From an optimization exercise on the open Yosys and OpenROAD flow, aimed at small area, a short achievable clock period and few clock cycles per item; shortcuts taken in it are not production practice. The RTL was checked by simulation tests, not by an equivalence proof against the original design.

==> module base122_dec, before the edit <==
module base122_dec (
    input  wire        clk,
    input  wire        rst,
    input  wire        in_valid,
    input  wire [7:0]  in_data,
    input  wire        in_last,
    output wire        in_ready,
    output reg         out_valid,
    output reg  [7:0]  out_data,
    output reg         out_end,
    output wire [2:0]  out_cause,
    output wire [15:0] out_epc,
    input  wire        out_ready
);
    localparam C_NONE     = 3'd0;
    localparam C_LEAD     = 3'd1;
    localparam C_TRUNC    = 3'd2;
    localparam C_CONT     = 3'd3;
    localparam C_OVERLONG = 3'd4;
    localparam C_FIXED    = 3'd5;
    localparam C_INDEX6   = 3'd6;
    localparam C_SHORTPAY = 3'd7;
    wire [7:0]  d  = in_data;
    wire        dl = in_last;
    wire        dv = in_valid;
    reg  [6:0]  acc;         
    reg  [2:0]  an;          
    reg         e2;          
    reg  [4:0]  b1s;         
    reg         pv;          
    reg  [6:0]  pd;
    reg  [15:0] pc;          
    reg  [2:0]  cause;
    reg         bad;         
    reg         drain;       
    reg         endp;        
    reg         eh;          
    reg         rdy;         
    assign out_epc   = pc;
    assign out_cause = (out_end && !eh) ? C_NONE : cause;
    wire go    = !out_valid || out_ready;
    wire fresh = endp && !pv;
    wire issue = go && fresh;
    wire eng_ready = go && rdy;
    wire accept    = dv && eng_ready;
    assign in_ready = eng_ready;
    wire [2:0]  k        = b1s[4:2];
    wire        k7       = k == 3'd7;
    wire [6:0]  p        = {b1s[0], d[5:0]};
    wire        p_danger = b1s[0] ? (d[5:0] == 6'h1C) :
                           (d[5:0] == 6'h00 || d[5:0] == 6'h0A || d[5:0] == 6'h0D ||
                            d[5:0] == 6'h22 || d[5:0] == 6'h26);
    reg  [6:0]  dval;
    always @(*) begin
        case (k)
            3'd0:    dval = 7'h00;
            3'd1:    dval = 7'h0A;
            3'd2:    dval = 7'h0D;
            3'd3:    dval = 7'h22;
            3'd4:    dval = 7'h26;
            default: dval = 7'h5C;
        endcase
    end
    reg  [2:0] b1_cause;
    always @(*) begin
        b1_cause = C_NONE;
        if (b1s[4:1] == 4'd0)    b1_cause = C_OVERLONG;
        else if (!b1s[1])        b1_cause = C_FIXED;
        else if (k == 3'd6)      b1_cause = C_INDEX6;
    end
    wire       cont_bad = d[7:6] != 2'b10;
    wire       b1_bad   = b1_cause != C_NONE;
    wire       sp_bad   = k7 && !p_danger;
    wire       b2_good  = !cont_bad && !b1_bad && !sp_bad;
    wire [2:0] b2_cause = cont_bad ? C_CONT : b1_bad ? b1_cause : sp_bad ? C_SHORTPAY : C_NONE;
    wire       d_b1   = d[7:5] == 3'b110;
    wire       d_unit = e2 ? b2_good : !d[7];            
    wire       d_err  = e2 ? !b2_good : (d[7] && (!d_b1 || dl));
    wire [2:0] err    = e2 ? b2_cause : (d_b1 ? C_TRUNC : C_LEAD);
    wire       act  = accept && !drain;                  
    wire       unit = act && d_unit;
    wire        push  = go && (pv || unit);
    wire [6:0]  new1  = !e2 ? d[6:0] : (k7 ? p : dval);
    wire [6:0]  pushv = pv ? pd : new1;
    wire        npend = pv ? unit : (unit && e2 && !k7);    
    wire [6:0]  npd   = pv ? new1 : p;
    wire [2:0]  an_e   = fresh ? 3'd0 : an;
    wire [13:0] window = {acc, 7'd0} | ({pushv, 7'd0} >> an_e);
    wire        emit   = push && an_e != 3'd0;
    wire [15:0] pc_inc = pc + (e2 ? 16'd2 : 16'd1);
    wire        taken_eh = out_valid && out_ready && eh;
    wire        eh_n     = go ? (fresh && bad) : eh;
    wire        endp_n   = (accept && dl) || (endp && !issue);
    wire        pv_n     = go ? npend : pv;
    wire        bad_n    = (act && d_err) || (bad && !taken_eh);
    always @(posedge clk) begin
        if (rst) begin
            an        <= 3'd0;
            e2        <= 1'b0;
            pv        <= 1'b0;
            rdy       <= 1'b1;
            pc        <= 16'd0;
            cause     <= C_NONE;
            bad       <= 1'b0;
            drain     <= 1'b0;
            endp      <= 1'b0;
            eh        <= 1'b0;
            out_valid <= 1'b0;
        end else begin
            if (go) begin
                out_valid <= emit || fresh;
                out_data  <= window[13:6];
                out_end   <= fresh;
            end
            if (push) begin
                if (an_e == 3'd0) begin
                    acc <= pushv;
                    an  <= 3'd7;
                end else begin
                    acc <= {window[5:0], 1'b0};
                    an  <= an_e - 3'd1;
                end
            end else if (issue)
                an  <= 3'd0;
            if (go)
                pd <= npd;
            pv   <= pv_n;
            eh   <= eh_n;
            endp <= endp_n;
            bad  <= bad_n;
            rdy  <= !eh_n && !(endp_n && (pv_n || bad_n));
            if (taken_eh) begin
                pc    <= 16'd0;
                cause <= C_NONE;
            end else if (unit)
                pc <= dl ? 16'd0 : pc_inc;
            if (act)
                e2 <= !e2 && d_b1 && !dl;
            if (!e2)
                b1s <= d[4:0];
            if (act && d_err) begin
                cause <= err;
                if (!dl)
                    drain <= 1'b1;
            end
            if (accept && dl)
                drain <= 1'b0;
        end
    end
endmodule
export LEC_CHECK = 0
export ABC_AREA = 1
export CAP_MARGIN = 20
export CORE_MARGIN = 2
export CORE_UTILIZATION = 40
export CTS_BUF_LIST = sky130_fd_sc_hd__clkbuf_8
export CTS_CLUSTER_SIZE = 20
export SETUP_SLACK_MARGIN = 1.9
export SLEW_MARGIN = 20
create_clock -name core_clock -period 4.0 [get_ports {clk}]
standard.sh (not shown) runs the stock make flow with config.mk's settings and CLKGATE_MAP_FILE= SYNTH_SCRIPT=/design/flow/synth_recipe.tcl, a recipe that flattens the netlist after the stock synthesis.
==> flow/flow/run.sh <==
#!/bin/bash
# The standard layout (standard.sh, unchanged synthesis and steps), with two
# changes: the buffer that global placement puts on every input and output
# port is sky130_fd_sc_hd__buf_1 instead of the tool's own pick (a delay
# cell), and clock tree synthesis adds no dummy loads.
set -euo pipefail
export BUFFER_PORTS_ARGS="-buffer_cell sky130_fd_sc_hd__buf_1"
export CTS_ARGS="-sink_clustering_enable -repair_clock_nets -sink_clustering_size 20 -buf_list sky130_fd_sc_hd__clkbuf_8 -dont_use_dummy_load"
bash standard.sh synth > synth.log 2>&1
bash standard.sh finish > layout.log 2>&1
The starting point completed without violations.
Testbench counts at the start, summed over its fixed seeds: cycles 21,481, items 37,672.
Edit:
--- a/flow/design.v
+++ b/flow/design.v
@@ -117,6 +117,7 @@
     reg         eh;          
     reg         rdy;         
-    assign out_epc   = pc;
-    assign out_cause = (out_end && !eh) ? C_NONE : cause;
+    reg         vend;        
+    assign out_epc   = vend ? 16'd0 : pc;
+    assign out_cause = vend ? C_NONE : cause;
     wire go    = !out_valid || out_ready;
     wire fresh = endp && !pv;
@@ -186,4 +187,5 @@
             endp      <= 1'b0;
             eh        <= 1'b0;
+            vend      <= 1'b0;
             out_valid <= 1'b0;
         end else begin
@@ -192,4 +194,5 @@
                 out_data  <= window[13:6];
                 out_end   <= fresh;
+                vend      <= fresh && !bad;
             end
             if (push) begin
The new run completed without violations.
Count of clock-buffer cells in the layout stays the same.
Wire length came out higher by 5.3%.
Global-route usage is higher by 0.11 points.
Non-clock buffer count rises by 8.
Hold slack is worse by 0.0066 ns.
Testbench counts after the change, summed over its fixed seeds: cycles 21,481, items 37,672.

==> port drivers added, routing unchanged <==
How much do the figures lean on ideal ports? The routed layouts below were timed once more, with nothing changed but the port constraints. Step 1 (the two cells are an assumption about what drives the block):
set clk [get_ports {clk}]
set_driving_cell -lib_cell sky130_fd_sc_hd__clkbuf_16 $clk
set_driving_cell -lib_cell sky130_fd_sc_hd__buf_2 [delete_from_list [all_inputs] $clk]
Step 2 also shifts input and output timing later by t, the mid clock arrival at the registers, as if the neighbouring blocks saw the same clock. Three values: no drivers, after step 1, after step 2; two values: the first two.
| run | t (ns) | setup slack, ns | worst setup path after step 2 | cell pins on the clock port's net |
|---|---|---|---|---|
| the first run | 0.399 | 1.931 / 1.889 / 1.618 | input to register | 1 |
| the second run | 0.397 | 1.943 / 1.877 / 1.525 | input to register | 1 |
After both steps setup and hold are still met in every run listed. For the second run, which loses most, drivers alone change the setup slack by -0.066 ns; drivers and shift together by -0.418 ns.
